What follows belongs to an exercise in optimizing a design on an open flow for small area, a short achievable clock period and few clock cycles per item; a production flow would make more cautious choices.
At most, simulation tests tie the RTL to the original design; equivalence was not proved.
Function not checked in runs 1 to 3 and 7: the RTL went through the layout flow alone.
No activity file was given, so power comes from the tool's default toggle rates.

File: design/flow/flow/run.sh
#!/bin/bash
# The standard layout (standard.sh), with these changes of setting:
# - plain buffers (buf_2) on the input and output ports, not the delay
#   buffer that buffer_ports picks by default;
# - timing repair aimed at a setup slack of 22 ns, so that it works on the
#   paths of the period the design reaches, not only on the clock period;
# - clock tree from clkbuf_8 buffers, without dummy loads.
# The make output goes to standard.log; ORFS's own logs are under orfs/logs.
set -euo pipefail
bash standard.sh "BUFFER_PORTS_ARGS=-buffer_cell sky130_fd_sc_hd__buf_2" SETUP_SLACK_MARGIN=22 \
  "CTS_ARGS=-sink_clustering_enable -repair_clock_nets -buf_list sky130_fd_sc_hd__clkbuf_8 -dont_use_dummy_load" \
  finish > standard.log 2>&1
File: design/flow/standard.sh
#!/bin/bash
# synth_recipe.tcl (not shown) runs the flow's synth.tcl, then flattens the netlist and writes it again
# the make line also repeats each setting of config.mk as NAME=value (left out here)
make -C /OpenROAD-flow-scripts/flow DESIGN_CONFIG=/design/flow/config.mk WORK_HOME=/design/flow/orfs CLKGATE_MAP_FILE= SYNTH_SCRIPT=/design/flow/synth_recipe.tcl "${@:-finish}"
File: design/flow/config.mk
export PLATFORM = sky130hd
export DESIGN_NAME = securec_core
export DESIGN_NICKNAME = securec_core
export VERILOG_FILES = /design/flow/design.v
export SDC_FILE = /design/flow/constraint.sdc
export NUM_CORES = 4
export LEC_CHECK = 0
export ABC_AREA = 1
export CAP_MARGIN = 20
export CORE_MARGIN = 2
export CORE_UTILIZATION = 40
export SLEW_MARGIN = 20
File: design/flow/constraint.sdc
create_clock -name core_clock -period 38.0 [get_ports {clk}]
set_input_delay 7.6000 -clock core_clock [delete_from_list [all_inputs] [get_ports {clk}]]
set_output_delay 7.6000 -clock core_clock [all_outputs]
set_load 0.01 [all_outputs]
File: design/flow/design.v
module securec_core (
    input  wire       clk,
    input  wire       rst,       
    input  wire       we,        
    input  wire [4:0] addr,      
    input  wire [7:0] wdata,     
    output reg  [7:0] rdata,     
    output reg        trig       
);
    localparam [1:0] ST_FIN  = 2'd0;    
    localparam [1:0] ST_MZ   = 2'd1;    
    localparam [1:0] ST_SQR  = 2'd2;    
    localparam [1:0] ST_MUL  = 2'd3;    
    reg [1:0] st;
    reg       done;
    reg       err_mz;
    reg       err_ill;
    reg [7:0] res;        
    reg       tag_exp;    
    reg       one;        
    reg [7:0] ib0, ib1, ib2, ib3, ib4, ib5, ib6, ib7;
    function [16:0] add16;
        input [15:0] x;
        input [15:0] y;
        reg [15:0] g, p, G, P;
        begin
            g = x & y;
            p = x | y;
            G = g; P = p;
            G[1] = G[1] | (P[1] & G[0]); P[1] = P[1] & P[0];
            G[3] = G[3] | (P[3] & G[2]); P[3] = P[3] & P[2];
            G[5] = G[5] | (P[5] & G[4]); P[5] = P[5] & P[4];
            G[7] = G[7] | (P[7] & G[6]); P[7] = P[7] & P[6];
            G[9] = G[9] | (P[9] & G[8]); P[9] = P[9] & P[8];
            G[11] = G[11] | (P[11] & G[10]); P[11] = P[11] & P[10];
            G[13] = G[13] | (P[13] & G[12]); P[13] = P[13] & P[12];
            G[15] = G[15] | (P[15] & G[14]); P[15] = P[15] & P[14];
            G[2] = G[2] | (P[2] & G[1]); P[2] = P[2] & P[1];
            G[3] = G[3] | (P[3] & G[1]); P[3] = P[3] & P[1];
            G[6] = G[6] | (P[6] & G[5]); P[6] = P[6] & P[5];
            G[7] = G[7] | (P[7] & G[5]); P[7] = P[7] & P[5];
            G[10] = G[10] | (P[10] & G[9]); P[10] = P[10] & P[9];
            G[11] = G[11] | (P[11] & G[9]); P[11] = P[11] & P[9];
            G[14] = G[14] | (P[14] & G[13]); P[14] = P[14] & P[13];
            G[15] = G[15] | (P[15] & G[13]); P[15] = P[15] & P[13];
            G[4] = G[4] | (P[4] & G[3]); P[4] = P[4] & P[3];
            G[5] = G[5] | (P[5] & G[3]); P[5] = P[5] & P[3];
            G[6] = G[6] | (P[6] & G[3]); P[6] = P[6] & P[3];
            G[7] = G[7] | (P[7] & G[3]); P[7] = P[7] & P[3];
            G[12] = G[12] | (P[12] & G[11]); P[12] = P[12] & P[11];
            G[13] = G[13] | (P[13] & G[11]); P[13] = P[13] & P[11];
            G[14] = G[14] | (P[14] & G[11]); P[14] = P[14] & P[11];
            G[15] = G[15] | (P[15] & G[11]); P[15] = P[15] & P[11];
            G[8] = G[8] | (P[8] & G[7]); P[8] = P[8] & P[7];
            G[9] = G[9] | (P[9] & G[7]); P[9] = P[9] & P[7];
            G[10] = G[10] | (P[10] & G[7]); P[10] = P[10] & P[7];
            G[11] = G[11] | (P[11] & G[7]); P[11] = P[11] & P[7];
            G[12] = G[12] | (P[12] & G[7]); P[12] = P[12] & P[7];
            G[13] = G[13] | (P[13] & G[7]); P[13] = P[13] & P[7];
            G[14] = G[14] | (P[14] & G[7]); P[14] = P[14] & P[7];
            G[15] = G[15] | (P[15] & G[7]); P[15] = P[15] & P[7];
            add16[0] = x[0] ^ y[0];
            add16[15:1] = (x[15:1] ^ G[14:0]) ^ y[15:1];
            add16[16] = G[15];
        end
    endfunction
    function [15:0] mul8;
        input [7:0] a;
        input [7:0] b;
        reg [15:0] s, c;
        reg w1, w2, w3, w4, w5, w6, w7, w8, w9, w10, w11, w12, w13, w14, w15, w16, w17, w18, w19, w20, w21, w22, w23, w24, w25, w26, w27, w28, w29, w30, w31, w32, w33, w34, w35, w36, w37, w38, w39, w40, w41, w42, w43, w44, w45, w46, w47, w48, w49, w50, w51, w52, w53, w54, w55, w56, w57, w58, w59, w60, w61, w62, w63, w64, w65, w66, w67, w68, w69, w70, w71, w72, w73, w74, w75, w76, w77, w78, w79, w80, w81, w82, w83, w84;
        begin
            w1 = (a[0] & b[6]) ^ (a[1] & b[5]); w2 = (a[0] & b[6]) & (a[1] & b[5]);
            w3 = (a[0] & b[7]) ^ (a[1] & b[6]) ^ (a[2] & b[5]); w4 = ((a[0] & b[7]) & (a[1] & b[6])) | ((a[0] & b[7]) & (a[2] & b[5])) | ((a[1] & b[6]) & (a[2] & b[5]));
            w5 = (a[3] & b[4]) ^ (a[4] & b[3]); w6 = (a[3] & b[4]) & (a[4] & b[3]);
            w7 = (a[1] & b[7]) ^ (a[2] & b[6]) ^ (a[3] & b[5]); w8 = ((a[1] & b[7]) & (a[2] & b[6])) | ((a[1] & b[7]) & (a[3] & b[5])) | ((a[2] & b[6]) & (a[3] & b[5]));
            w9 = (a[4] & b[4]) ^ (a[5] & b[3]); w10 = (a[4] & b[4]) & (a[5] & b[3]);
            w11 = (a[2] & b[7]) ^ (a[3] & b[6]) ^ (a[4] & b[5]); w12 = ((a[2] & b[7]) & (a[3] & b[6])) | ((a[2] & b[7]) & (a[4] & b[5])) | ((a[3] & b[6]) & (a[4] & b[5]));
            w13 = (a[0] & b[4]) ^ (a[1] & b[3]); w14 = (a[0] & b[4]) & (a[1] & b[3]);
            w15 = (a[0] & b[5]) ^ (a[1] & b[4]) ^ (a[2] & b[3]); w16 = ((a[0] & b[5]) & (a[1] & b[4])) | ((a[0] & b[5]) & (a[2] & b[3])) | ((a[1] & b[4]) & (a[2] & b[3]));
            w17 = (a[3] & b[2]) ^ (a[4] & b[1]); w18 = (a[3] & b[2]) & (a[4] & b[1]);
            w19 = (a[2] & b[4]) ^ (a[3] & b[3]) ^ (a[4] & b[2]); w20 = ((a[2] & b[4]) & (a[3] & b[3])) | ((a[2] & b[4]) & (a[4] & b[2])) | ((a[3] & b[3]) & (a[4] & b[2]));
            w21 = (a[5] & b[1]) ^ (a[6] & b[0]) ^ w1; w22 = ((a[5] & b[1]) & (a[6] & b[0])) | ((a[5] & b[1]) & w1) | ((a[6] & b[0]) & w1);
            w23 = (a[5] & b[2]) ^ (a[6] & b[1]) ^ (a[7] & b[0]); w24 = ((a[5] & b[2]) & (a[6] & b[1])) | ((a[5] & b[2]) & (a[7] & b[0])) | ((a[6] & b[1]) & (a[7] & b[0]));
            w25 = w2 ^ w3 ^ w5; w26 = (w2 & w3) | (w2 & w5) | (w3 & w5);
            w27 = (a[6] & b[2]) ^ (a[7] & b[1]) ^ w4; w28 = ((a[6] & b[2]) & (a[7] & b[1])) | ((a[6] & b[2]) & w4) | ((a[7] & b[1]) & w4);
            w29 = w6 ^ w7 ^ w9; w30 = (w6 & w7) | (w6 & w9) | (w7 & w9);
            w31 = (a[5] & b[4]) ^ (a[6] & b[3]) ^ (a[7] & b[2]); w32 = ((a[5] & b[4]) & (a[6] & b[3])) | ((a[5] & b[4]) & (a[7] & b[2])) | ((a[6] & b[3]) & (a[7] & b[2]));
            w33 = w8 ^ w10 ^ w11; w34 = (w8 & w10) | (w8 & w11) | (w10 & w11);
            w35 = (a[3] & b[7]) ^ (a[4] & b[6]) ^ (a[5] & b[5]); w36 = ((a[3] & b[7]) & (a[4] & b[6])) | ((a[3] & b[7]) & (a[5] & b[5])) | ((a[4] & b[6]) & (a[5] & b[5]));
            w37 = (a[6] & b[4]) ^ (a[7] & b[3]) ^ w12; w38 = ((a[6] & b[4]) & (a[7] & b[3])) | ((a[6] & b[4]) & w12) | ((a[7] & b[3]) & w12);
            w39 = (a[4] & b[7]) ^ (a[5] & b[6]) ^ (a[6] & b[5]); w40 = ((a[4] & b[7]) & (a[5] & b[6])) | ((a[4] & b[7]) & (a[6] & b[5])) | ((a[5] & b[6]) & (a[6] & b[5]));
            w41 = (a[0] & b[3]) ^ (a[1] & b[2]); w42 = (a[0] & b[3]) & (a[1] & b[2]);
            w43 = (a[2] & b[2]) ^ (a[3] & b[1]) ^ (a[4] & b[0]); w44 = ((a[2] & b[2]) & (a[3] & b[1])) | ((a[2] & b[2]) & (a[4] & b[0])) | ((a[3] & b[1]) & (a[4] & b[0]));
            w45 = (a[5] & b[0]) ^ w14 ^ w15; w46 = ((a[5] & b[0]) & w14) | ((a[5] & b[0]) & w15) | (w14 & w15);
            w47 = w16 ^ w18 ^ w19; w48 = (w16 & w18) | (w16 & w19) | (w18 & w19);
            w49 = w20 ^ w22 ^ w23; w50 = (w20 & w22) | (w20 & w23) | (w22 & w23);
            w51 = w24 ^ w26 ^ w27; w52 = (w24 & w26) | (w24 & w27) | (w26 & w27);
            w53 = w28 ^ w30 ^ w31; w54 = (w28 & w30) | (w28 & w31) | (w30 & w31);
            w55 = w32 ^ w34 ^ w35; w56 = (w32 & w34) | (w32 & w35) | (w34 & w35);
            w57 = (a[7] & b[4]) ^ w36 ^ w38; w58 = ((a[7] & b[4]) & w36) | ((a[7] & b[4]) & w38) | (w36 & w38);
            w59 = (a[5] & b[7]) ^ (a[6] & b[6]) ^ (a[7] & b[5]); w60 = ((a[5] & b[7]) & (a[6] & b[6])) | ((a[5] & b[7]) & (a[7] & b[5])) | ((a[6] & b[6]) & (a[7] & b[5]));
            w61 = (a[0] & b[2]) ^ (a[1] & b[1]); w62 = (a[0] & b[2]) & (a[1] & b[1]);
            w63 = (a[2] & b[1]) ^ (a[3] & b[0]) ^ w41; w64 = ((a[2] & b[1]) & (a[3] & b[0])) | ((a[2] & b[1]) & w41) | ((a[3] & b[0]) & w41);
            w65 = w13 ^ w42 ^ w43; w66 = (w13 & w42) | (w13 & w43) | (w42 & w43);
            w67 = w17 ^ w44 ^ w45; w68 = (w17 & w44) | (w17 & w45) | (w44 & w45);
            w69 = w21 ^ w46 ^ w47; w70 = (w21 & w46) | (w21 & w47) | (w46 & w47);
            w71 = w25 ^ w48 ^ w49; w72 = (w25 & w48) | (w25 & w49) | (w48 & w49);
            w73 = w29 ^ w50 ^ w51; w74 = (w29 & w50) | (w29 & w51) | (w50 & w51);
            w75 = w33 ^ w52 ^ w53; w76 = (w33 & w52) | (w33 & w53) | (w52 & w53);
            w77 = w37 ^ w54 ^ w55; w78 = (w37 & w54) | (w37 & w55) | (w54 & w55);
            w79 = w39 ^ w56 ^ w57; w80 = (w39 & w56) | (w39 & w57) | (w56 & w57);
            w81 = w40 ^ w58 ^ w59; w82 = (w40 & w58) | (w40 & w59) | (w58 & w59);
            w83 = (a[6] & b[7]) ^ (a[7] & b[6]) ^ w60; w84 = ((a[6] & b[7]) & (a[7] & b[6])) | ((a[6] & b[7]) & w60) | ((a[7] & b[6]) & w60);
            s = 16'd0; c = 16'd0;
            s[0] = (a[0] & b[0]);
            s[1] = (a[0] & b[1]);
            c[1] = (a[1] & b[0]);
            s[2] = (a[2] & b[0]);
            c[2] = w61;
            s[3] = w62;
            c[3] = w63;
            s[4] = w64;
            c[4] = w65;
            s[5] = w66;
            c[5] = w67;
            s[6] = w68;
            c[6] = w69;
            s[7] = w70;
            c[7] = w71;
            s[8] = w72;
            c[8] = w73;
            s[9] = w74;
            c[9] = w75;
            s[10] = w76;
            c[10] = w77;
            s[11] = w78;
            c[11] = w79;
            s[12] = w80;
            c[12] = w81;
            s[13] = w82;
            c[13] = w83;
            s[14] = (a[7] & b[7]);
            c[14] = w84;
            mul8 = add16(s, c);
        end
    endfunction
    function [9:0] sub9r;
        input [8:0] x;
        input [8:0] y;
        reg [8:0] g, p, G, P;
        begin
            g = x & y;
            p = x | y;
            G = g; P = p;
            G[0] = g[0] | p[0];
            G[1] = G[1] | (P[1] & G[0]); P[1] = P[1] & P[0];
            G[2] = G[2] | (P[2] & G[1]); P[2] = P[2] & P[1];
            G[3] = G[3] | (P[3] & G[2]); P[3] = P[3] & P[2];
            G[4] = G[4] | (P[4] & G[3]); P[4] = P[4] & P[3];
            G[5] = G[5] | (P[5] & G[4]); P[5] = P[5] & P[4];
            G[6] = G[6] | (P[6] & G[5]); P[6] = P[6] & P[5];
            G[7] = G[7] | (P[7] & G[6]); P[7] = P[7] & P[6];
            G[8] = G[8] | (P[8] & G[7]); P[8] = P[8] & P[7];
            sub9r[0] = ~(x[0] ^ y[0]);
            sub9r[8:1] = (x[8:1] ^ G[7:0]) ^ y[8:1];
            sub9r[9] = ~G[8];
        end
    endfunction
    function [9:0] sub9;
        input [8:0] x;
        input [8:0] y;
        reg [8:0] g, p, G, P;
        begin
            g = x & y;
            p = x | y;
            G = g; P = p;
            G[0] = g[0] | p[0];
            G[1] = G[1] | (P[1] & G[0]); P[1] = P[1] & P[0];
            G[3] = G[3] | (P[3] & G[2]); P[3] = P[3] & P[2];
            G[5] = G[5] | (P[5] & G[4]); P[5] = P[5] & P[4];
            G[7] = G[7] | (P[7] & G[6]); P[7] = P[7] & P[6];
            G[2] = G[2] | (P[2] & G[1]); P[2] = P[2] & P[1];
            G[3] = G[3] | (P[3] & G[1]); P[3] = P[3] & P[1];
            G[6] = G[6] | (P[6] & G[5]); P[6] = P[6] & P[5];
            G[7] = G[7] | (P[7] & G[5]); P[7] = P[7] & P[5];
            G[4] = G[4] | (P[4] & G[3]); P[4] = P[4] & P[3];
            G[5] = G[5] | (P[5] & G[3]); P[5] = P[5] & P[3];
            G[6] = G[6] | (P[6] & G[3]); P[6] = P[6] & P[3];
            G[7] = G[7] | (P[7] & G[3]); P[7] = P[7] & P[3];
            G[8] = G[8] | (P[8] & G[7]); P[8] = P[8] & P[7];
            sub9[0] = ~(x[0] ^ y[0]);
            sub9[8:1] = (x[8:1] ^ G[7:0]) ^ y[8:1];
            sub9[9] = ~G[8];
        end
    endfunction
    function [7:0] modmul;
        input [7:0] a;
        input [7:0] b;
        input [7:0] n;
        reg [15:0] p;
        reg [9:0]  x, n3;
        reg [10:0] t1, t2, t3;
        reg [9:0]  u;
        begin
            p  = mul8(a, b);
            x  = {2'b00, p[15:8]};
            u  = {1'b0, x[7:0], p[7]};
            t1[9:0] = sub9(u[8:0], ~{1'b0, n});
            x  = t1[9] ? u : {1'b0, t1[8:0]};
            u  = {1'b0, x[7:0], p[6]};
            t1[9:0] = sub9(u[8:0], ~{1'b0, n});
            x  = t1[9] ? u : {1'b0, t1[8:0]};
            u  = {1'b0, x[7:0], p[5]};
            t1[9:0] = sub9(u[8:0], ~{1'b0, n});
            x  = t1[9] ? u : {1'b0, t1[8:0]};
            u  = {1'b0, x[7:0], p[4]};
            t1[9:0] = sub9(u[8:0], ~{1'b0, n});
            x  = t1[9] ? u : {1'b0, t1[8:0]};
            u  = {1'b0, x[7:0], p[3]};
            t1[9:0] = sub9(u[8:0], ~{1'b0, n});
            x  = t1[9] ? u : {1'b0, t1[8:0]};
            u  = {1'b0, x[7:0], p[2]};
            t1[9:0] = sub9(u[8:0], ~{1'b0, n});
            x  = t1[9] ? u : {1'b0, t1[8:0]};
            u  = {1'b0, x[7:0], p[1]};
            t1[9:0] = sub9(u[8:0], ~{1'b0, n});
            x  = t1[9] ? u : {1'b0, t1[8:0]};
            u  = {1'b0, x[7:0], p[0]};
            t1[9:0] = sub9r(u[8:0], ~{1'b0, n});
            x  = t1[9] ? u : {1'b0, t1[8:0]};
            modmul = x[7:0];
        end
    endfunction
    wire       cmd_write = we && (addr == 5'h00) && !trig;
    wire [7:0] mul_a     = !trig ? 8'd1 : (st[0] ? res : ib0);
    wire [7:0] mm        = modmul(mul_a, ib0, ib2);
    wire [7:0] cmp_or = (ib0 ^ 8'h69) | (ib1 ^ 8'h6E) | (ib2 ^ 8'h66) | (ib3 ^ 8'h69) |
                        (ib4 ^ 8'h6E) | (ib5 ^ 8'h65) | (ib6 ^ 8'h6F) | (ib7 ^ 8'h6E);
    wire ib_write = we && !trig && (addr[4:3] == 2'b10);
    wire [7:0] e_shr = {1'b0, ib1[7:1]};
    wire       b01   = (ib0[7:1] == 7'd0);    
    always @(posedge clk) begin
        if (ib_write) begin
            case (addr[2:0])
                3'd0: ib0 <= wdata;
                3'd1: ib1 <= wdata;
                3'd2: ib2 <= wdata;
                3'd3: ib3 <= wdata;
                3'd4: ib4 <= wdata;
                3'd5: ib5 <= wdata;
                3'd6: ib6 <= wdata;
                default: ib7 <= wdata;
            endcase
        end else if (cmd_write && wdata == 8'h01) begin
            ib0 <= mm;
            ib1 <= e_shr;
        end else if (trig && st == ST_SQR) begin
            ib0 <= mm;
            if (!ib1[0] || one) ib1 <= e_shr;
        end else if (trig && st == ST_MUL) begin
            ib1 <= e_shr;
        end
    end
    always @(posedge clk) begin
        if (rst) begin
            trig    <= 1'b0;
            done    <= 1'b0;
            err_mz  <= 1'b0;
            err_ill <= 1'b0;
        end else if (!trig) begin
            if (cmd_write) begin
                done    <= 1'b0;
                err_mz  <= 1'b0;
                err_ill <= 1'b0;
                if (wdata[7:2] != 6'd0) begin
                    err_ill <= 1'b1;
                end else begin
                    trig    <= 1'b1;
                    tag_exp <= !wdata[1];
                    st      <= ST_FIN;
                    case (wdata[1:0])
                        2'b00: res <= 8'h3E;
                        2'b01: begin
                            if (ib2 == 8'd0)
                                st <= ST_MZ;
                            else if (e_shr != 8'd0)
                                st <= ST_SQR;
                            res <= ib1[0] ? mm : 8'd1;
                            one <= !ib1[0];
                        end
                        2'b10: res <= {7'd0, cmp_or == 8'd0};
                        default: res <= cmp_or;
                    endcase
                end
            end
        end else begin
            case (st)
                ST_FIN: begin
                    trig <= 1'b0;
                    done <= 1'b1;
                end
                ST_MZ: begin
                    trig   <= 1'b0;
                    err_mz <= 1'b1;
                end
                ST_SQR: begin
                    if (b01) begin
                        if (one || !ib0[0]) res <= mm;
                        trig <= 1'b0;
                        done <= 1'b1;
                    end else if (ib1[0]) begin
                        if (one) begin
                            res <= mm;
                            one <= 1'b0;
                            if (e_shr == 8'd0) begin
                                trig <= 1'b0;
                                done <= 1'b1;
                            end
                        end else begin
                            st <= ST_MUL;
                        end
                    end
                end
                default: begin
                    res <= mm;
                    if (e_shr == 8'd0 || b01) begin
                        trig <= 1'b0;
                        done <= 1'b1;
                    end else begin
                        st <= ST_SQR;
                    end
                end
            endcase
        end
    end
    always @(*) begin
        case (addr)
            5'h01:   rdata = {3'd0, err_ill, err_mz, err_ill | err_mz, done, trig};
            5'h02:   rdata = res;
            5'h03:   rdata = {6'b011100, tag_exp, 1'b0};
            default: rdata = 8'h00;
        endcase
    end
endmodule
==> results of run 1 <==
-- metrics by stage --
step | hold slack (ns) | setup WS (ns) | total power, mW | cells | cell area, µm²
finish | 0.475 | 21.86 | 0.640 | 1691 | 10000
global route | 0.517 | 21.77 | 0.716 | 1691 | 10000
CTS | 0.476 | 21.84 | 0.615 | 1668 | 9720
detailed placement | 0.466 | 21.72 | 0.567 | 1658 | 9550
global placement | 0.455 | 21.70 | 0.563 | 1658 | 9550
floorplan | 0.438 | 22.02 | 0.479 | 1363 | 9160
-- power by group --
part           switching (mW)  leakage [nW]  total [mW]  internal, mW
Clock                  0.0256        0.0647      0.0467        0.0211
Sequential            0.00933         0.724       0.124         0.115
Combinational           0.300          4.26       0.469         0.168
Total                   0.335          5.05       0.640         0.305
-- state kept, by name, indices dropped and copies added, names as in the netlist --
signal	cells
ib4	8
ib5	8
ib2	8
done	1
one	1
ib7	8
ib6	8
tag_exp	1
res	8
ib3	8
ib1	8
err_ill	1
ib0	8
trig	1
err_mz	1
st	2
-- logic make-up after synthesis --
logic type / Yosys count / synth area share
AND/OR/NAND/NOR: 825 / 0.397
buffers and inverters: 271 / 0.118
AO/OA/AOI/OAI: 87 / 0.0569
flip-flops: 80 / 0.258
adder cells (fa/ha/maj): 72 / 0.143
XOR/XNOR: 28 / 0.0268
-- final cells by class --
| class | instances | area [µm²] |
|---|---|---|
| Inverter | 248 | 941 |
| Fill cell | 2357 | 12600 |
| Multi-Input combinational cell | 1012 | 5830 |
| Sequential cell | 80 | 2370 |
| Clock buffer | 9 | 124 |
| Timing Repair Buffer | 57 | 397 |
| Tap cell | 285 | 357 |
-- path summary, 6_finish.rpt --
path / startpoint / end / slack, ns / cells after the start
worst max register to register: st[0] / ib0[4] / 23.31 / 91
worst min-delay path: done / done / 0.48 / 2
worst min register to register: done / done / 0.48 / 2
worst max-delay path: addr[3] / rdata[1] / 21.86 / 9
-- per-layer routing --
layer,GRT usage,share of wire,vias up
met1,0.269,0.46,4000
met5,0,0,-
li1,-,-,4394
met2,0.364,0.50,154
met4,0.0358,0.011,0
met3,0.0170,0.030,27
-- tightest hold or removal path: cells and delay by family (launching register included) --
family / cells / cell delay (ns)
compound gates: 1 / 0.07
buf+inv: 1 / 0.06
flops: 1 / 0.30
-- what timing repair did --
action / 4_1_cts / 5_1_grt
endpoints found under the setup margin: 24 / 24
pin swaps: 7 / 15
resized for setup: 11 / 32
setup buffers: 1 / 23
-- cell usage in the layout (no fill, tap or decap), types with 10 or more instances in the layout --
master | Yosys | layout
inv_1 | 225 | 220
ha_1 | 16 | 16
nand2_2 | 18 | 17
edfxtp_1 | 76 | 76
buf_2 | 6 | 22
xor2_1 | 18 | 18
inv_2 | 18 | 20
fa_1 | 55 | 55
nand4_1 | 32 | 32
xnor2_1 | 10 | 10
o21ai_0 | 25 | 20
nand3_1 | 145 | 145
a21oi_1 | 32 | 30
nand2_1 | 439 | 435
buf_4 | 0 | 32
nor4_1 | 12 | 12
o21ai_2 | 6 | 10
nor2_1 | 133 | 127
==> impl_metrics.ini, run 1 <==
[synth]
syn_inst = 1363
ys_async_sr_fraction = 0
synth.distinct_cells = 47
yosys.area.top_type = edfxtp_1
ys_top_cells_by_count = nand2_1 (439), inv_1 (225), nand3_1 (145)
syn_nets = 1450
synth_top_area_share = 0.249
synth-seq-cells = 80
ys_top_cells_by_area = edfxtp_1 (25%), nand2_1 (18%), fa_1 (12%)
synth_edf_count = 76
syn_area_mm2 = 0.00915
synth_area_per_cell_um2 = 6.71
synth_flop_cell = edfxtp_1
yosys_warnings = 1
yosysSeqAreaShare = 0.258
post-synth-top-count-cell = nand2_1

[worst_hold_path]
worst_hold_path_type = reg -> reg

[setup_path]
worstPathRequired_ns = 30.40
path_buf_inv = 4
worst_path_most_repeated_cell = nor2_2
start_kind = input pin
crit_type = in -> out
critPathTopFamily = simple AND/OR/NAND/NOR gates
crit_chain = buf_6 > nor2_2 > inv_1 > nor2_2 > inv_2 > nor2_4 > nand2_2 > o211ai_1 > buf_2
worstSetupEndpointType = output port
max_stage_delay_ns = 0.18
arrival_ns = 8.54
critical_path.max_fanout = 6
critPathSlowestCell = nor2_4

[timing]
hold_viol = 0
finalSetupViolations = 0
timing.setup.tns_ns = 0
finClkSkew_ns = 0.0179
min_period_ns = 16.14
max_freq_ghz = 0.0620
max_slew.worst_pin.slew_ns = 0.894
maxSlewViolCount = 0
fin_crit_sh = 0.425
slew_headroom = 0.404
rsz0062_at_grt = true

[clock_tree]
cts_tree = yes
numCtsBuffers = 9
holdBufCountCts = 0
clock_path_buffers = 2
cts_htree_levels = 3
path_clk_slew_ns = 0.07
clk_latency_ns = 0.36
clock-root-buffer = clkbuf_8
cts_sinks = 80

[die]
initial_core_util = 0.405
dieArea_mm2 = 0.0241
io_pins = 25
die_x_um = 155
chipHeight_um = 155
core_mm2 = 0.0226
core.rowCount = 55

[routing]
drt-initial-drc-count = 547
drc = 0
viasPerCell = 5.07
wire_per_inst_um = 14.1
drt_pass1_iterations = 6
totalWireLength_um = 23800
num_vias = 8575
ant_nets = 0

[cells_and_area]
drive_gt1_frac = 0.114
syn2layout_area_growth_pct = 9.42
nNetsFinal = 1495
diodes = 0
utilization = 0.444

[power_and_ir_drop]
power_density_mw_per_mm2 = 63.9
peakVddDrop_v = 0.0000393
p_leak_nw = 5.05

[grt]
antenna_found_initial = 0
grt.total_usage = 0.202
grt-ovfl-total = 0
grt_max_degree = 19
first_global_vias = 8189
grt_pass1_wl_um = 39500

[placed_design]
hpwlAfterDp_um = 19100
io_buffers = 24
place.gp.congestion = 0.857

[run]
max-cap-violations = 0

[outcome]
status = timing/DRC/antenna clean
==> inputs of run 2 (changes only) <==
--- a/design/flow/design.v
+++ b/design/flow/design.v
@@ -226,3 +226,3 @@
             u  = {1'b0, x[7:0], p[1]};
-            t1[9:0] = sub9(u[8:0], ~{1'b0, n});
+            t1[9:0] = sub9r(u[8:0], ~{1'b0, n});
             x  = t1[9] ? u : {1'b0, t1[8:0]};
==> impl_metrics.ini, run 2 <==
[clock_tree]
numCtsBuffers = 9
path_clk_slew_ns = 0.06
cts_htree_levels = 3
clock_path_buffers = 2
clock-root-buffer = clkbuf_8
cts_tree = yes
cts_sinks = 80
clk_latency_ns = 0.34

[timing]
min_period_ns = 16.17
hold_viol = 0
finalSetupViolations = 0
rsz0062_at_grt = true
fin_crit_sh = 0.425
timing.setup.tns_ns = 0
slew_headroom = 0.438
maxSlewViolCount = 0
finClkSkew_ns = 0.0145
max_slew.worst_pin.slew_ns = 0.839
max_freq_ghz = 0.0618

[setup_path]
critical_path.max_fanout = 6
worstPathRequired_ns = 30.40
worstSetupEndpointType = output port
crit_type = in -> out
start_kind = input pin
arrival_ns = 8.57

[synth]
syn_inst = 1275
synth_flop_cell = edfxtp_1
ys_top_cells_by_area = edfxtp_1 (26%), nand2_1 (16%), fa_1 (14%)
syn_area_mm2 = 0.00889
syn_nets = 1367
ys_top_cells_by_count = nand2_1 (374), inv_1 (228), nor2_1 (129)
post-synth-top-count-cell = nand2_1
yosys_warnings = 1
ys_async_sr_fraction = 0
yosysSeqAreaShare = 0.266
synth.distinct_cells = 50
synth_area_per_cell_um2 = 6.97
synth_top_area_share = 0.257
yosys.area.top_type = edfxtp_1
synth_edf_count = 76
synth-seq-cells = 80

[cells_and_area]
regArea_mm2 = 0.00237
diodes = 0
multiInputGateArea_mm2 = 0.00596
layout_commonest_cell = nand2_1
syn2layout_area_growth_pct = 17.4
final_cell_mix = nand2_1 (346), inv_1 (214), nand3_1 (118), nor2_1 (117)
fill_cells = 2194
utilization = 0.478
drive_gt1_frac = 0.210
nNetsFinal = 1468

[routing]
totalWireLength_um = 24800
viasPerCell = 5.12
ant_nets = 0
drc = 0
drt_pass1_iterations = 6
wire_per_inst_um = 15.0
num_vias = 8462
drt-initial-drc-count = 480

[worst_hold_path]
worst_hold_path_type = reg -> reg

[power_and_ir_drop]
pwr-share-seq = 0.188
p_leak_nw = 5.25
peakVddDrop_v = 0.0000582
p_comb_frac = 0.743
power.share.clock = 0.069
power_density_mw_per_mm2 = 64.2
internal_power_mw = 0.321
switching_share = 0.521
p_switching_mw = 0.349

[die]
dieArea_mm2 = 0.0234
core_mm2 = 0.0218
io_pins = 25
core.rowCount = 54
initial_core_util = 0.407
die_x_um = 153
chipHeight_um = 153

[outcome]
status = timing/DRC/antenna clean

[grt]
use_met2 = 0.349
grt_pass1_wl_um = 39400
first_global_vias = 8000
grt.total_usage = 0.207
grt-ovfl-total = 0
grt_max_degree = 20
top_usage_layer = met2
antenna_found_initial = 0
grtUsageMet1 = 0.284
met3_usage = 0.0170

[placed_design]
place.gp.congestion = 0.912
hpwlAfterDp_um = 18500
io_buffers = 24

[run]
max-cap-violations = 0
-- run 2: path summary, 6_finish.rpt --
path	start	end	slack, ns	depth (start not counted)
max	addr[2]	rdata[1]	21.83	9
min	err_mz	err_mz	0.48	2
max reg2reg	ib0[5]	res[7]	22.74	92
min reg2reg	err_mz	err_mz	0.48	2
-- run 2: routing by layer --
metal | vias to the layer above | share of wire
met2 | 226 | 0.49
li1 | 4221 | -
met1 | 3974 | 0.45
met5 | - | 0
met4 | 0 | 0.022
met3 | 41 | 0.040
-- run 2: what timing repair did --
action	CTS	global route
hold buffers	0	0
endpoints found under the hold margin	0	0
setup buffers	29	44
gates resized for setup	29	99
setup endpoints to repair	24	24
cloned	0	3
pin swaps	8	56
-- run 2: per-stage QoR --
step / cells / worst slack, ns / total power [mW] / hold WS [ns] / cell area (µm²)
2_1_floorplan: 1275 / 22.02 / 0.481 / 0.433 / 8890
3_3_place_gp: 1569 / 21.00 / 0.572 / 0.454 / 9330
3_5_place_dp: 1569 / 20.87 / 0.574 / 0.463 / 9330
4_1_cts: 1607 / 21.87 / 0.629 / 0.472 / 9750
5_1_grt: 1654 / 21.77 / 0.743 / 0.532 / 10400
6_report: 1654 / 21.83 / 0.670 / 0.475 / 10400
-- run 2: worst max-delay path, cell delays in order --
cell and delay, ns:
buf_8 0.10, nor2_4 0.11, inv_2 0.05, nor2_4 0.13
inv_4 0.06, nor2_4 0.19, nand2_1 0.08, o211ai_1 0.08
buf_2 0.16
-- run 2: cells by family (layout without fill, tap and decap cells) --
family | count (synthesis) | after routing | share of synthesized area
and+or+nand+nor | 754 | 757 | 0.384
buffers and inverters | 251 | 347 | 0.108
AOI/OAI and AO/OA | 87 | 87 | 0.0586
DFF | 80 | 80 | 0.266
adders and majority gates | 76 | 76 | 0.158
xor gates and xnor gates | 27 | 27 | 0.0266
-- run 2: power by group through the flow --
| stage | Sequential [mW] | Combinational [mW] | Clock [mW] |
|---|---|---|---|
| final | 0.126 | 0.498 | 0.0462 |
| after global routing | 0.126 | 0.567 | 0.0507 |
| after CTS | 0.125 | 0.456 | 0.0480 |
| after detailed placement | 0.127 | 0.447 | 0 |
| after global placement | 0.127 | 0.445 | 0 |
| after floorplan | 0.123 | 0.358 | 0 |
-- run 2: area by class of cell --
cell class,instances,area share
Inverter,235,0.0855
Timing Repair Buffer,103,0.0710
Sequential cell,80,0.227
Clock buffer,9,0.0119
Tap cell,280,0.0336
Multi-Input combinational cell,947,0.571
==> inputs of run 3 (changes only) <==
--- a/design/flow/design.v
+++ b/design/flow/design.v
@@ -220,6 +220,6 @@
             u  = {1'b0, x[7:0], p[3]};
-            t1[9:0] = sub9(u[8:0], ~{1'b0, n});
+            t1[9:0] = sub9r(u[8:0], ~{1'b0, n});
             x  = t1[9] ? u : {1'b0, t1[8:0]};
             u  = {1'b0, x[7:0], p[2]};
-            t1[9:0] = sub9(u[8:0], ~{1'b0, n});
+            t1[9:0] = sub9r(u[8:0], ~{1'b0, n});
             x  = t1[9] ? u : {1'b0, t1[8:0]};
==> impl_metrics.ini, run 3 <==
[setup_path]
worst-r2r-setup-slack_ns = 20.31
ff2ff_path_depth = 111
max_stage_delay_ns = 0.54
crit_type = reg -> reg
critPathSlowestCell = fa_2
start_kind = flip-flop
worstPathRequired_ns = 38.10
worst_path_most_repeated_cell = fa_2
r2r_end = res[0]
arrival_ns = 17.79
r2r_start = st[0]
critPathTopFamily = adder cells
critical_path.max_fanout = 8
path_buf_inv = 30
worstSetupEndpointType = flip-flop

[clock_tree]
clock-root-buffer = clkbuf_8
cts_tree = yes
path_clk_slew_ns = 0.07
numCtsBuffers = 9
clk_latency_ns = 0.34
holdBufCountCts = 0
clock_path_buffers = 2
cts_sinks = 80
cts_htree_levels = 3

[placed_design]
hpwlAfterDp_um = 18500
io_buffers = 24
place.gp.congestion = 0.927

[power_and_ir_drop]
peakVddDrop_v = 0.0000573
p_total_mw = 0.617
p_leak_nw = 5.15
power_density_mw_per_mm2 = 57.8

[routing]
drc = 0
num_vias = 8144
wire_per_inst_um = 15.2
drt-initial-drc-count = 600
totalWireLength_um = 24200
viasPerCell = 5.10
drt_pass1_iterations = 5
ant_nets = 0

[synth]
synth_area_per_cell_um2 = 7.14
yosys.area.top_type = edfxtp_1
synth-seq-cells = 80
syn_nets = 1312
yosysSeqAreaShare = 0.273
syn_inst = 1211
post-synth-top-count-cell = nand2_1
ys_top_cells_by_count = nand2_1 (349), inv_1 (219), nor2_1 (123)
synth_edf_count = 76
ys_top_cells_by_area = edfxtp_1 (26%), fa_1 (16%), nand2_1 (15%)
synth_top_area_share = 0.264
synth.distinct_cells = 50
syn_area_mm2 = 0.00864
ys_async_sr_fraction = 0
synth_flop_cell = edfxtp_1
yosys_warnings = 1

[die]
initial_core_util = 0.410
chipHeight_um = 151
die_x_um = 151
core.rowCount = 53
dieArea_mm2 = 0.0228
core_mm2 = 0.0211
io_pins = 25

[cells_and_area]
syn2layout_area_growth_pct = 23.6
layout_commonest_cell = nand2_1
diodes = 0
drive_gt1_frac = 0.279
nNetsFinal = 1424
multiInputGateArea_mm2 = 0.00607
regArea_mm2 = 0.00237
fill_cells = 2048
final_cell_mix = nand2_1 (303), inv_1 (186), nor2_1 (105), nand3_1 (94), buf_4 (84)

[worst_hold_path]
min_path_cells = 2
worst_hold_path_type = reg -> reg
whs_endpoint = err_ill
hp-start = err_ill

[grt]
first_global_vias = 8065
grt.total_usage = 0.221
grt-ovfl-total = 0
grt_pass1_wl_um = 39400
antenna_found_initial = 0
grt_max_degree = 19

[run]
max-cap-violations = 0

[timing]
max_slew.worst_pin.slew_ns = 0.851
hold_viol = 0
timing.setup.tns_ns = 0
fin_crit_sh = 0.466
min_period_ns = 17.69
rsz0062_at_grt = true
max_freq_ghz = 0.0565
slew_headroom = 0.430
finClkSkew_ns = 0.00985
finalSetupViolations = 0
maxSlewViolCount = 0

[outcome]
status = timing/DRC/antenna clean
==> run 3: changes by cell type after synthesis, sizes merged, moves of 3 or more <==
cell    delta
buf        +5
or2        -5
a21oi      +4
nand2     -49
o21ai      +6
clkbuf     -4
nor2      -11
clkinv     +4
fa         +9
nand3      -4
xor2       -7
inv        -3
==> run 3: worst max-delay path by stage <==
stage | start | to | slack (ns) | cells past startpoint
floorplan | st[0] | ib0[7] | 20.78 | 113
global placement | trig | res[5] | 19.03 | 106
detailed placement | trig | res[5] | 18.68 | 106
CTS | st[0] | ib0[7] | 20.27 | 110
global route | st[0] | ib0[6] | 19.49 | 110
finish | st[0] | res[0] | 20.31 | 111
==> run 3: what timing repair did <==
action,in CTS,in global routing
gates cloned,4,0
buffers inserted,65,17
gates resized for setup,83,83
endpoints found under the setup margin,24,24
pin swaps,35,24
==> run 3: metal layers <==
metal	GRT usage	routed length, µm
met1	0.281	10300
met2	0.393	12100
met3	0.0199	1110
met4	0.0794	728
met5	0	0
==> run 3: cell families (layout without fill, tap and decap cells) <==
family	Yosys count	count (layout)	share of synthesized area
simple gates	685	688	0.352
compound gates	90	90	0.0591
flops	80	80	0.273
fa+ha+maj	85	85	0.183
buf+inv	253	360	0.115
xor+xnor	18	18	0.0182
==> run 3: power breakdown <==
group          switching [mW]  internal (mW)
Combinational           0.273          0.176
Sequential            0.00809          0.113
Clock                  0.0258         0.0212
==> run 3: metrics by stage <==
| step | instances | util | cell area (µm²) | hold WS [ns] | setup slack (ns) |
|---|---|---|---|---|---|
| final | 1596 | 0.507 | 10700 | 0.514 | 20.31 |
| after global routing | 1596 | 0.507 | 10700 | 0.537 | 19.49 |
| after CTS | 1579 | 0.485 | 10200 | 0.506 | 20.27 |
| after detailed placement | 1501 | 0.440 | 9280 | 0.487 | 18.68 |
| after global placement | 1501 | 0.440 | 9280 | 0.480 | 19.03 |
| after floorplan | 1211 | - | 8880 | 0.461 | 20.78 |
==> run 3: worst reg2reg max path, delay by kind of cell (launching register included) <==
family                   cells  cell delay (ns)
buffers and inverters       30             1.92
AND/OR/NAND/NOR             41             3.44
flip-flops                   1             0.43
XOR/XNOR                     2             0.33
AO/OA/AOI/OAI                5             0.62
adder cells (fa/ha/maj)     33            10.71
==> run 3: final cells by class <==
cell class / instances / share of cell area
Multi-Input combinational cell: 881 / 0.568
Sequential cell: 80 / 0.221
Inverter: 236 / 0.0852
Timing Repair Buffer: 115 / 0.0815
Tap cell: 275 / 0.0322
Clock buffer: 9 / 0.0116
==> inputs of run 4 (changes only) <==
--- a/design/flow/design.v
+++ b/design/flow/design.v
@@ -147,24 +147,2 @@
     endfunction
-    function [9:0] sub9r;
-        input [8:0] x;
-        input [8:0] y;
-        reg [8:0] g, p, G, P;
-        begin
-            g = x & y;
-            p = x | y;
-            G = g; P = p;
-            G[0] = g[0] | p[0];
-            G[1] = G[1] | (P[1] & G[0]); P[1] = P[1] & P[0];
-            G[2] = G[2] | (P[2] & G[1]); P[2] = P[2] & P[1];
-            G[3] = G[3] | (P[3] & G[2]); P[3] = P[3] & P[2];
-            G[4] = G[4] | (P[4] & G[3]); P[4] = P[4] & P[3];
-            G[5] = G[5] | (P[5] & G[4]); P[5] = P[5] & P[4];
-            G[6] = G[6] | (P[6] & G[5]); P[6] = P[6] & P[5];
-            G[7] = G[7] | (P[7] & G[6]); P[7] = P[7] & P[6];
-            G[8] = G[8] | (P[8] & G[7]); P[8] = P[8] & P[7];
-            sub9r[0] = ~(x[0] ^ y[0]);
-            sub9r[8:1] = (x[8:1] ^ G[7:0]) ^ y[8:1];
-            sub9r[9] = ~G[8];
-        end
-    endfunction
     function [9:0] sub9;
@@ -206,2 +184,3 @@
             p  = mul8(a, b);
+            n3 = {2'b00, n} + {1'b0, n, 1'b0};
             x  = {2'b00, p[15:8]};
@@ -220,12 +199,12 @@
             u  = {1'b0, x[7:0], p[3]};
-            t1[9:0] = sub9r(u[8:0], ~{1'b0, n});
+            t1[9:0] = sub9(u[8:0], ~{1'b0, n});
             x  = t1[9] ? u : {1'b0, t1[8:0]};
             u  = {1'b0, x[7:0], p[2]};
-            t1[9:0] = sub9r(u[8:0], ~{1'b0, n});
+            t1[9:0] = sub9(u[8:0], ~{1'b0, n});
             x  = t1[9] ? u : {1'b0, t1[8:0]};
             u  = {1'b0, x[7:0], p[1]};
-            t1[9:0] = sub9r(u[8:0], ~{1'b0, n});
+            t1[9:0] = sub9(u[8:0], ~{1'b0, n});
             x  = t1[9] ? u : {1'b0, t1[8:0]};
             u  = {1'b0, x[7:0], p[0]};
-            t1[9:0] = sub9r(u[8:0], ~{1'b0, n});
+            t1[9:0] = sub9(u[8:0], ~{1'b0, n});
             x  = t1[9] ? u : {1'b0, t1[8:0]};
==> impl_metrics.ini, run 4 <==
[timing]
hold_viol = 0
maxSlewViolCount = 0
fin_hold_ws_ns = 0.486
finalSetupViolations = 0
slew_headroom = 0.419
finClkSkew_ns = 0.0239
fin_ws_ns = 21.95
rsz0062_at_grt = true
fin_crit_sh = 0.422
max_slew.worst_pin.slew_ns = 0.865
min_period_ns = 16.05
max_freq_ghz = 0.0623
timing.setup.tns_ns = 0

[placed_design]
dp.cells = 1761
placed_cell_area_mm2 = 0.00984
pre_cts_slack_ns = 21.77
hpwlAfterDp_um = 19500
io_buffers = 24
place.gp.congestion = 0.893

[setup_path]
crit_type = in -> out
max_stage_delay_ns = 0.14
ff2ff_path_depth = 83
critical_path.max_fanout = 6
worst_path_most_repeated_cell = nor2_4
start_kind = input pin
arrival_ns = 8.45
critPathLaunch = addr[3]
critPathSlowestCell = nor2_4
crit_chain = buf_8 > nor2_4 > inv_2 > nor2_4 > inv_4 > nor2_4 > inv_2 > o21ai_2 > buf_2
worstSetupEndpointType = output port
r2r_start = trig
worstPathRequired_ns = 30.40

[cells_and_area]
diodes = 0
fin_area_mm2 = 0.0100
utilization = 0.432
nNetsFinal = 1534
layout_commonest_cell = nand2_1
final_cell_mix = nand2_1 (464), inv_1 (254), nand3_1 (154), nor2_1 (134), edfxtp_1 (76)
drive_gt1_frac = 0.0861
syn2layout_area_growth_pct = 6.93
fin_cells = 1771

[power_and_ir_drop]
p_total_mw = 0.720
internal_power_mw = 0.313
p_leak_nw = 5.24
p_comb_frac = 0.764
power_density_mw_per_mm2 = 71.7
p_switching_mw = 0.407
power.share.clock = 0.065
pwr-share-seq = 0.171
switching_share = 0.566
peakVddDrop_v = 0.0000546

[grt]
first_global_vias = 8448
grt_max_degree = 24
grt.total_usage = 0.206
antenna_found_initial = 0
grt-ovfl-total = 0
grt_pass1_wl_um = 40900

[routing]
num_vias = 8788
ant_nets = 0
totalWireLength_um = 24300
wire_per_inst_um = 13.7
drt-initial-drc-count = 619
drt_pass1_iterations = 5
viasPerCell = 4.96
drc = 0

[synth]
ys_async_sr_fraction = 0
yosysSeqAreaShare = 0.252
syn_nets = 1513
synth_area_per_cell_um2 = 6.55
syn_area_mm2 = 0.00939
synth_flop_cell = edfxtp_1
yosys_warnings = 1
syn_inst = 1433
ys_top_cells_by_count = nand2_1 (465), inv_1 (257), nand3_1 (154)
synth_top_area_share = 0.243
post-synth-top-count-cell = nand2_1
synth_edf_count = 76
ys_top_cells_by_area = edfxtp_1 (24%), nand2_1 (19%), inv_1 (10%)
synth.distinct_cells = 53
yosys.area.top_type = edfxtp_1
synth-seq-cells = 80

[worst_hold_path]
hp-start = err_mz
worst_hold_path_type = reg -> reg
min_path_cells = 2

[clock_tree]
clock-root-buffer = clkbuf_8
numCtsBuffers = 9
path_clk_slew_ns = 0.06
cts_tree = yes
clock_path_buffers = 2
clk_latency_ns = 0.35
cts_htree_levels = 3
cts_sinks = 80

[die]
die_x_um = 157
core.rowCount = 56
io_pins = 25
core_mm2 = 0.0233
dieArea_mm2 = 0.0247
chipHeight_um = 157
initial_core_util = 0.404

[run]
max-cap-violations = 0

[outcome]
status = timing/DRC/antenna clean
-- run 4: final timing paths --
check	endpoint	slack (ns)
max	rdata[3]	21.95
min reg2reg	err_mz	0.49
min	err_mz	0.49
max reg2reg	ib0[5]	24.00
-- run 4: routing by layer --
metal  GRT usage  wire [µm]  up-vias
li1            -          -     4551
met1       0.277      11500     4048
met2       0.356      11500      161
met3      0.0215        994       28
met4      0.0459        355        0
met5           0          0        -
-- run 4: cell type report --
type	instances	area, µm²
clock buffer	9	124
fill	2538	13200
inverter	271	1020
multi-input combinational	1059	5930
sequential	80	2360
tap	319	399
timing repair buffer	33	208
-- run 4: cells by family (layout without fill, tap and decap cells) --
kind of cell / Yosys count / count (layout) / share of synthesized area
AND/OR/NAND/NOR: 886 / 886 / 0.423
buffers and inverters: 294 / 313 / 0.122
AO/OA/AOI/OAI: 80 / 80 / 0.0521
flip-flops: 80 / 80 / 0.252
adder cells (fa/ha/maj): 65 / 65 / 0.125
XOR/XNOR: 28 / 28 / 0.0261
-- run 4: power by group through the flow --
| stage | clock, mW | sequential (mW) | combinational (mW) |
|---|---|---|---|
| 2_1_floorplan | 0 | 0.120 | 0.441 |
| 3_3_place_gp | 0 | 0.124 | 0.539 |
| 3_5_place_dp | 0 | 0.125 | 0.546 |
| 4_1_cts | 0.0477 | 0.123 | 0.549 |
| 5_1_grt | 0.0509 | 0.123 | 0.629 |
| 6_report | 0.0470 | 0.123 | 0.550 |
-- run 4: worst max-delay path, delay by kind of cell --
family / cells / cell delay (ns)
AO/OA/AOI/OAI: 1 / 0.10
buffers and inverters: 5 / 0.41
AND/OR/NAND/NOR: 3 / 0.33
-- run 4: repair_timing --
| item | in CTS | in global routing |
|---|---|---|
| gates resized for setup | 9 | 10 |
| hold buffers | 0 | 0 |
| setup buffers | 1 | 0 |
| setup endpoints to repair | 8 | 8 |
| pin swaps | 6 | 5 |
Testbench counts of run 4, summed over its fixed seeds: cycles 15,360, cmds 1,280.
==> inputs of run 5 (changes only) <==
--- a/design/flow/flow/run.sh
+++ b/design/flow/flow/run.sh
@@ -10,3 +10,3 @@
 bash standard.sh "BUFFER_PORTS_ARGS=-buffer_cell sky130_fd_sc_hd__buf_2" SETUP_SLACK_MARGIN=22 \
-  "CTS_ARGS=-sink_clustering_enable -repair_clock_nets -buf_list sky130_fd_sc_hd__clkbuf_8 -dont_use_dummy_load" \
+  "CTS_ARGS=-repair_clock_nets -buf_list sky130_fd_sc_hd__clkbuf_8 -dont_use_dummy_load" \
   finish > standard.log 2>&1
==> impl_metrics.ini, run 5 <==
[die]
io_pins = 25
die_x_um = 157
core_mm2 = 0.0233
dieArea_mm2 = 0.0247
chipHeight_um = 157
core.rowCount = 56
initial_core_util = 0.404

[grt]
grt-ovfl-total = 0
grt.total_usage = 0.206
antenna_found_initial = 0
grt_pass1_wl_um = 40900
grt_max_degree = 24
first_global_vias = 8448

[run]
max-cap-violations = 0

[timing]
hold_viol = 0
max_slew.worst_pin.slew_ns = 0.865
timing.setup.tns_ns = 0
fin_ws_ns = 21.95
min_period_ns = 16.05
slew_headroom = 0.419
finalSetupViolations = 0
fin_crit_sh = 0.422
max_freq_ghz = 0.0623
maxSlewViolCount = 0
rsz0062_at_grt = true
finClkSkew_ns = 0.0239

[clock_tree]
clock_path_buffers = 2
cts_sinks = 80
cts_tree = yes
holdBufCountCts = 0
cts_htree_levels = 3
path_clk_slew_ns = 0.06
clock-root-buffer = clkbuf_8
numCtsBuffers = 9
clk_latency_ns = 0.35

[setup_path]
path_buf_inv = 5
arrival_ns = 8.45
critPathTopFamily = buffers and inverters
worstPathRequired_ns = 30.40
worst-r2r-setup-slack_ns = 24.00
worstSetupEndpointType = output port
crit_type = in -> out
worst_path_most_repeated_cell = nor2_4
start_kind = input pin
crit_chain = buf_8 > nor2_4 > inv_2 > nor2_4 > inv_4 > nor2_4 > inv_2 > o21ai_2 > buf_2
critical_path.max_fanout = 6
max_stage_delay_ns = 0.14
critPathSlowestCell = nor2_4

[cells_and_area]
layout_commonest_cell = nand2_1
drive_gt1_frac = 0.0861
syn2layout_area_growth_pct = 6.93
fin_area_mm2 = 0.0100
nNetsFinal = 1534
diodes = 0
final_cell_mix = nand2_1 (464), inv_1 (254), nand3_1 (154), nor2_1 (134), edfxtp_1 (76)
fin_cells = 1771

[synth]
synth_top_area_share = 0.243
ys_async_sr_fraction = 0
syn_area_mm2 = 0.00939
synth_edf_count = 76
ys_top_cells_by_area = edfxtp_1 (24%), nand2_1 (19%), inv_1 (10%)
synth_flop_cell = edfxtp_1
ys_top_cells_by_count = nand2_1 (465), inv_1 (257), nand3_1 (154)
synth-seq-cells = 80
yosysSeqAreaShare = 0.252
synth_area_per_cell_um2 = 6.55
post-synth-top-count-cell = nand2_1
synth.distinct_cells = 53
yosys_warnings = 1
syn_nets = 1513
yosys.area.top_type = edfxtp_1
syn_inst = 1433

[placed_design]
dp.cells = 1761
io_buffers = 24
hpwlAfterDp_um = 19500
pre_cts_slack_ns = 21.77
placed_cell_area_mm2 = 0.00984
place.gp.congestion = 0.893

[power_and_ir_drop]
p_leak_nw = 5.24
peakVddDrop_v = 0.0000546
power_density_mw_per_mm2 = 71.7

[routing]
drt-initial-drc-count = 619
ant_nets = 0
totalWireLength_um = 24300
viasPerCell = 4.96
drt_pass1_iterations = 5
wire_per_inst_um = 13.7
num_vias = 8788
drc = 0

[worst_hold_path]
worst_hold_path_type = reg -> reg

[outcome]
status = timing/DRC/antenna clean
==> run 5: worst register-to-register path: cells and delay by family, from the launching register on <==
kind / cells / cell delay, ns
compound gates: 3 / 0.54
xor+xnor: 3 / 0.46
buf+inv: 12 / 1.27
simple gates: 54 / 6.61
flops: 1 / 0.31
fa+ha+maj: 11 / 4.57
==> run 5: repair_timing <==
item	CTS	global route
cloned	0	0
setup endpoints to repair	8	8
pin swaps	6	5
resized for setup	9	10
hold endpoints to repair	0	0
setup buffers	1	0
==> run 5: where the power goes <==
part           leakage, nW  switching [mW]  internal [mW]
clock network       0.0647          0.0258         0.0212
logic                 4.46           0.374          0.177
registers            0.723         0.00801          0.115
==> run 5: final timing paths <==
check / start / to / depth (start not counted)
worst min register to register: err_mz / err_mz / 2
worst min-delay path: err_mz / err_mz / 2
worst max-delay path: addr[3] / rdata[3] / 9
worst max register to register: trig / ib0[5] / 83
==> run 5: per-stage QoR <==
| stage | hold WS (ns) | util | power [mW] |
|---|---|---|---|
| after detailed placement | 0.457 | 0.423 | 0.671 |
| after global placement | 0.465 | 0.423 | 0.664 |
| final | 0.486 | 0.432 | 0.720 |
| after global routing | 0.531 | 0.432 | 0.803 |
| after CTS | 0.476 | 0.430 | 0.720 |
| after floorplan | 0.433 | - | 0.561 |
==> run 5: layout make-up <==
cell class              count  area, µm²
clock buffers               9        124
fillers                  2538      13200
inverters                 271       1020
multi-input cells        1059       5930
flip-flops and latches     80       2360
well taps                 319        399
repair buffers             33        208
==> run 5: cell families after synthesis <==
group,synth area share
simple gates,0.423
buf+inv,0.122
compound gates,0.0521
flops,0.252
fa+ha+maj,0.125
xor+xnor,0.0261
==> run 5: routing by layer <==
| metal | vias to the layer above | part of all wire | track usage |
|---|---|---|---|
| li1 | 4551 | - | - |
| met1 | 4048 | 0.47 | 0.277 |
| met2 | 161 | 0.47 | 0.356 |
| met3 | 28 | 0.041 | 0.0215 |
| met4 | 0 | 0.015 | 0.0459 |
| met5 | - | 0 | 0 |
==> inputs of run 6 (changes only) <==
--- a/design/flow/flow/run.sh
+++ b/design/flow/flow/run.sh
@@ -10,3 +10,3 @@
 bash standard.sh "BUFFER_PORTS_ARGS=-buffer_cell sky130_fd_sc_hd__buf_2" SETUP_SLACK_MARGIN=22 \
-  "CTS_ARGS=-repair_clock_nets -buf_list sky130_fd_sc_hd__clkbuf_8 -dont_use_dummy_load" \
+  "CTS_ARGS=-sink_clustering_enable -repair_clock_nets -buf_list sky130_fd_sc_hd__clkbuf_8 -dont_use_dummy_load -sink_clustering_size 80 -sink_clustering_max_diameter 400 -num_static_layers 0 -balance_levels" \
   finish > standard.log 2>&1
==> impl_metrics.ini, run 6 <==
[routing]
drt-initial-drc-count = 619
ant_nets = 0
num_vias = 8788
viasPerCell = 4.96
wire_per_inst_um = 13.7
drc = 0
totalWireLength_um = 24300
drt_pass1_iterations = 5

[run]
max-cap-violations = 0

[synth]
synth_area_per_cell_um2 = 6.55
synth_top_area_share = 0.243
syn_area_mm2 = 0.00939
synth_edf_count = 76
ys_top_cells_by_count = nand2_1 (465), inv_1 (257), nand3_1 (154)
yosys.area.top_type = edfxtp_1
synth-seq-cells = 80
syn_nets = 1513
yosysSeqAreaShare = 0.252
syn_inst = 1433
yosys_warnings = 1
synth_flop_cell = edfxtp_1
post-synth-top-count-cell = nand2_1
ys_top_cells_by_area = edfxtp_1 (24%), nand2_1 (19%), inv_1 (10%)
synth.distinct_cells = 53
ys_async_sr_fraction = 0

[setup_path]
worst_path_most_repeated_cell = nor2_4
critPathSlowestCell = nor2_4
worstPathRequired_ns = 30.40
worst-r2r-setup-slack_ns = 24.00
ff2ff_path_depth = 83
critPathTopFamily = buffers and inverters
arrival_ns = 8.45
r2r_end = ib0[5]
worstSetupEndpointType = output port
crit_type = in -> out
path_buf_inv = 5
r2r_start = trig
critical_path.max_fanout = 6
start_kind = input pin
max_stage_delay_ns = 0.14
crit_chain = buf_8 > nor2_4 > inv_2 > nor2_4 > inv_4 > nor2_4 > inv_2 > o21ai_2 > buf_2

[cells_and_area]
utilization = 0.432
syn2layout_area_growth_pct = 6.93
diodes = 0
final_cell_mix = nand2_1 (464), inv_1 (254), nand3_1 (154), nor2_1 (134), edfxtp_1 (76)
layout_commonest_cell = nand2_1
nNetsFinal = 1534
drive_gt1_frac = 0.0861

[die]
initial_core_util = 0.404
core.rowCount = 56
io_pins = 25
die_x_um = 157
dieArea_mm2 = 0.0247
chipHeight_um = 157
core_mm2 = 0.0233

[grt]
grt_max_degree = 24
grt.total_usage = 0.206
grt_pass1_wl_um = 40900
first_global_vias = 8448
antenna_found_initial = 0
grt-ovfl-total = 0

[clock_tree]
path_clk_slew_ns = 0.06
clk_latency_ns = 0.35
cts_sinks = 80
clock-root-buffer = clkbuf_8
cts_htree_levels = 3
numCtsBuffers = 9
holdBufCountCts = 0
clock_path_buffers = 2
cts_tree = yes

[worst_hold_path]
worst_hold_path_type = reg -> reg
whs_endpoint = err_mz
hp-start = err_mz
min_path_cells = 2

[power_and_ir_drop]
peakVddDrop_v = 0.0000546
power.share.clock = 0.065
internal_power_mw = 0.313
p_leak_nw = 5.24
p_switching_mw = 0.407
pwr-share-seq = 0.171
p_comb_frac = 0.764
power_density_mw_per_mm2 = 71.7
switching_share = 0.566

[timing]
min_period_ns = 16.05
finClkSkew_ns = 0.0239
slew_headroom = 0.419
rsz0062_at_grt = true
finalSetupViolations = 0
fin_crit_sh = 0.422
hold_viol = 0
max_slew.worst_pin.slew_ns = 0.865
timing.setup.tns_ns = 0
max_freq_ghz = 0.0623
maxSlewViolCount = 0

[outcome]
status = timing/DRC/antenna clean

[placed_design]
io_buffers = 24
place.gp.congestion = 0.893
hpwlAfterDp_um = 19500
run 6: per-stage QoR:
stage               total power, mW  area [µm²]  cells  hold WS, ns  setup WS (ns)
CTS                           0.720        9990   1771        0.476          21.88
global route                  0.803       10000   1771        0.531          21.86
floorplan                     0.561        9390   1433        0.433          22.05
detailed placement            0.671        9840   1761        0.457          21.77
finish                        0.720       10000   1771        0.486          21.95
global placement              0.664        9840   1761        0.465          21.83
run 6: layer usage:
metal | routed length, µm | share of wire | track usage
met2 | 11500 | 0.47 | 0.356
met4 | 355 | 0.015 | 0.0459
met5 | 0 | 0 | 0
met3 | 994 | 0.041 | 0.0215
met1 | 11500 | 0.47 | 0.277
run 6: worst min-delay path: stages (launching register included):
cell and delay [ns]:
dfxtp_1 0.32, nand2_1 0.07, a21oi_1 0.05
run 6: power by group through the flow:
stage / registers (mW) / clock network, mW / logic [mW]
3_3_place_gp: 0.124 / 0 / 0.539
3_5_place_dp: 0.125 / 0 / 0.546
5_1_grt: 0.123 / 0.0509 / 0.629
4_1_cts: 0.123 / 0.0477 / 0.549
2_1_floorplan: 0.120 / 0 / 0.441
6_report: 0.123 / 0.0470 / 0.550
run 6: final cells by class:
type	instances	area (µm²)
fill	2538	13200
multi-input combinational	1059	5930
sequential	80	2360
tap	319	399
clock buffer	9	124
inverter	271	1020
timing repair buffer	33	208
run 6: worst max path at each step:
stage,startpoint,endpoint,slack (ns),depth (start not counted)
after floorplan,addr[3],rdata[3],22.05,7
after global placement,addr[2],rdata[3],21.83,9
after detailed placement,addr[2],rdata[3],21.77,9
after CTS,addr[2],rdata[3],21.88,9
after global routing,addr[3],rdata[5],21.86,9
final,addr[3],rdata[3],21.95,9
run 6: repair_timing:
item,in CTS,in global routing
buffers inserted,1,0
pin swaps,6,5
resized for setup,9,10
setup endpoints to repair,8,8
run 6: cells by family (layout without fill, tap and decap cells):
| family | after synthesis | in the layout | synth area share |
|---|---|---|---|
| fa+ha+maj | 65 | 65 | 0.125 |
| buf+inv | 294 | 313 | 0.122 |
| xor+xnor | 28 | 28 | 0.0261 |
| flops | 80 | 80 | 0.252 |
| compound gates | 80 | 80 | 0.0521 |
| simple gates | 886 | 886 | 0.423 |
==> inputs of run 7 (changes only) <==
--- a/design/flow/design.v
+++ b/design/flow/design.v
@@ -221,2 +221,3 @@
     wire       b01   = (ib0[7:1] == 7'd0);    
+    wire       idem  = (mm == ib0);           
     always @(posedge clk) begin
@@ -238,3 +239,6 @@
             ib0 <= mm;
-            if (!ib1[0] || one) ib1 <= e_shr;
+            if (idem)
+                ib1 <= 8'd1;    
+            else if (!ib1[0] || one)
+                ib1 <= e_shr;
         end else if (trig && st == ST_MUL) begin
@@ -290,2 +294,10 @@
                         done <= 1'b1;
+                    end else if (idem) begin
+                        if (one) begin
+                            res  <= mm;
+                            trig <= 1'b0;
+                            done <= 1'b1;
+                        end else begin
+                            st <= ST_MUL;
+                        end
                     end else if (ib1[0]) begin
--- a/design/flow/flow/run.sh
+++ b/design/flow/flow/run.sh
@@ -10,3 +10,3 @@
 bash standard.sh "BUFFER_PORTS_ARGS=-buffer_cell sky130_fd_sc_hd__buf_2" SETUP_SLACK_MARGIN=22 \
-  "CTS_ARGS=-sink_clustering_enable -repair_clock_nets -buf_list sky130_fd_sc_hd__clkbuf_8 -dont_use_dummy_load -sink_clustering_size 80 -sink_clustering_max_diameter 400 -num_static_layers 0 -balance_levels" \
+  "CTS_ARGS=-sink_clustering_enable -repair_clock_nets -buf_list sky130_fd_sc_hd__clkbuf_8 -dont_use_dummy_load" \
   finish > standard.log 2>&1
==> impl_metrics.ini, run 7 <==
[setup_path]
crit_type = in -> out
start_kind = input pin
r2r_start = st[0]
arrival_ns = 8.40
critPathTopFamily = simple AND/OR/NAND/NOR gates
max_stage_delay_ns = 0.18
worst_path_most_repeated_cell = nor2_4
worstPathRequired_ns = 30.40
worstSetupEndpointType = output port
path_buf_inv = 3
cp_num_cells = 7
crit_chain = buf_8 > nor2_4 > nand2_4 > nor2_4 > inv_2 > o21ai_1 > buf_2
worst-r2r-setup-slack_ns = 23.39
critPathSlowestCell = nor2_4
critical_path.max_fanout = 5
ff2ff_path_depth = 90
r2r_end = ib1[2]

[placed_design]
hpwlAfterDp_um = 20600
io_buffers = 24
dp.cells = 1774
place.gp.congestion = 0.876

[timing]
finClkSkew_ns = 0.0303
timing.setup.tns_ns = 0
slew_headroom = 0.472
max_freq_ghz = 0.0625
maxSlewViolCount = 0
hold_viol = 0
max_slew.worst_pin.slew_ns = 0.789
rsz0062_at_grt = true
min_period_ns = 16.00
finalSetupViolations = 0
fin_crit_sh = 0.421

[synth]
syn_inst = 1453
synth_edf_count = 76
post-synth-top-count-cell = nand2_1
syn_nets = 1533
yosys_warnings = 1
synth_top_area_share = 0.238
ys_top_cells_by_count = nand2_1 (442), inv_1 (226), nand3_1 (183)
ys_async_sr_fraction = 0
syn_area_mm2 = 0.00960
ys_top_cells_by_area = edfxtp_1 (24%), nand2_1 (17%), fa_1 (10%)
synth-seq-cells = 80
synth_area_per_cell_um2 = 6.61
synth_flop_cell = edfxtp_1
yosysSeqAreaShare = 0.246
synth.distinct_cells = 49
yosys.area.top_type = edfxtp_1

[worst_hold_path]
min_path_cells = 2
worst_hold_path_type = reg -> reg
whs_endpoint = done
hp-start = done

[power_and_ir_drop]
p_leak_nw = 5.30
peakVddDrop_v = 0.0000552
power_density_mw_per_mm2 = 74.2

[die]
die_x_um = 159
core.rowCount = 56
io_pins = 25
initial_core_util = 0.408
dieArea_mm2 = 0.0253
core_mm2 = 0.0235
chipHeight_um = 159

[clock_tree]
cts_sinks = 80
path_clk_slew_ns = 0.06
clk_latency_ns = 0.36
holdBufCountCts = 0
clock-root-buffer = clkbuf_8
cts_htree_levels = 3
numCtsBuffers = 9
clock_path_buffers = 2
cts_tree = yes

[cells_and_area]
layout_commonest_cell = nand2_1
final_cell_mix = nand2_1 (436), inv_1 (217), nand3_1 (180), nor2_1 (127), edfxtp_1 (76)
nNetsFinal = 1562
syn2layout_area_growth_pct = 8.64
fin_cells = 1799
diodes = 0
drive_gt1_frac = 0.119

[grt]
grt_max_degree = 21
grt_pass1_wl_um = 43200
antenna_found_initial = 2
first_global_vias = 8803
grt-ovfl-total = 0
grt.total_usage = 0.208

[routing]
wire_per_inst_um = 14.6
viasPerCell = 5.11
totalWireLength_um = 26200
drt_pass1_iterations = 5
drt-initial-drc-count = 627
num_vias = 9199
drc = 0
ant_nets = 0

[outcome]
status = timing/DRC/antenna clean

[run]
max-cap-violations = 0
==> run 7: cell count changes after synthesis, moves of 6 or more <==
cell     change
a21oi_1      +6
inv_1       -31
xor2_1       +8
o21ai_0     +14
nand4_1     -14
nand3_1     +29
nand2_1     -23
nand3_2      +6
inv_2        +7
==> run 7: cells by family (layout without fill, tap and decap cells) <==
| kind of cell | count (synthesis) | in the layout | share of synthesized area |
|---|---|---|---|
| xor+xnor | 37 | 37 | 0.0337 |
| compound gates | 111 | 111 | 0.0688 |
| fa+ha+maj | 65 | 65 | 0.122 |
| simple gates | 881 | 881 | 0.411 |
| flops | 80 | 80 | 0.246 |
| buf+inv | 279 | 306 | 0.118 |
==> run 7: repair_timing <==
action                     4_1_cts  5_1_grt
resized for setup               17       42
setup endpoints to repair       16       52
pin swaps                        5       18
cloned                           0        0
buffers inserted                 1       15
==> run 7: routing by layer <==
metal / up-vias / routed length [µm] / GRT usage
li1: 4684 / - / -
met5: - / 0 / 0
met3: 47 / 1090 / 0.0216
met4: 0 / 601 / 0.0583
met2: 225 / 12700 / 0.361
met1: 4243 / 11900 / 0.277
==> run 7: area by class of cell <==
cell class              count  area, µm²
well taps                 319        399
flip-flops and latches     80       2370
multi-input cells        1094       6240
inverters                 247        931
repair buffers             50        369
fillers                  2491      13100
clock buffers               9        124
==> run 7: power breakdown <==
group,internal (mW),switching (mW)
logic,0.190,0.415
registers,0.113,0.0105
clock network,0.0211,0.0254
total,0.324,0.451
==> run 7: worst reg2reg max path: cells and delay by family (launching register included) <==
kind	cells	cell delay, ns
simple gates	56	6.29
fa+ha+maj	10	4.39
buf+inv	13	1.35
xor+xnor	6	1.12
compound gates	5	0.78
flops	1	0.42
==> run 7: worst max-delay path by stage <==
stage / startpoint / end / slack, ns
2_1_floorplan: addr[3] / rdata[3] / 22.03
3_3_place_gp: addr[2] / rdata[5] / 21.73
3_5_place_dp: addr[2] / rdata[3] / 21.71
4_1_cts: addr[2] / rdata[3] / 21.98
5_1_grt: addr[3] / rdata[6] / 21.94
6_report: addr[3] / rdata[6] / 22.00
==> run 7: stage by stage <==
step	hold slack [ns]	utilization	power [mW]	setup slack [ns]	area (µm²)
3_5_place_dp	0.462	0.424	0.712	21.71	9990
2_1_floorplan	0.434	-	0.606	22.03	9600
5_1_grt	0.483	0.443	0.860	21.94	10400
3_3_place_gp	0.446	0.424	0.708	21.73	9990
4_1_cts	0.471	0.432	0.762	21.98	10200
6_report	0.468	0.443	0.775	22.00	10400

-- separate check: timing with driven ports --
The results above use ideal ports. As a check the final layouts listed here were re-extracted and re-timed, cells and wires unchanged.
Step 1 sets driving cells, clkbuf_16 on the clock port and buf_2 on the other inputs (assumed; they add their load-dependent delay and slew).
Step 2, shift: input delay + t, output delay - t, t = (earliest + latest rising clock arrival at the registers) / 2. This alone moves slack from input paths to output paths.
Slacks: ideal ports / drivers / drivers and shift; pairs: ideal ports / drivers.
run	t, ns	setup slack, ns
run 1	0.380	21.858 / 21.825 / 21.825
run 2	0.370	21.832 / 21.772 / 21.772
run 3	0.367	20.311 / 20.311 / 20.311
run 4	0.369	21.955 / 21.913 / 21.913
run 5	0.369	21.955 / 21.913 / 21.913
run 6	0.369	21.955 / 21.913 / 21.913
run 7	0.374	22.002 / 21.950 / 21.950
After both steps every run listed still meets setup and hold.
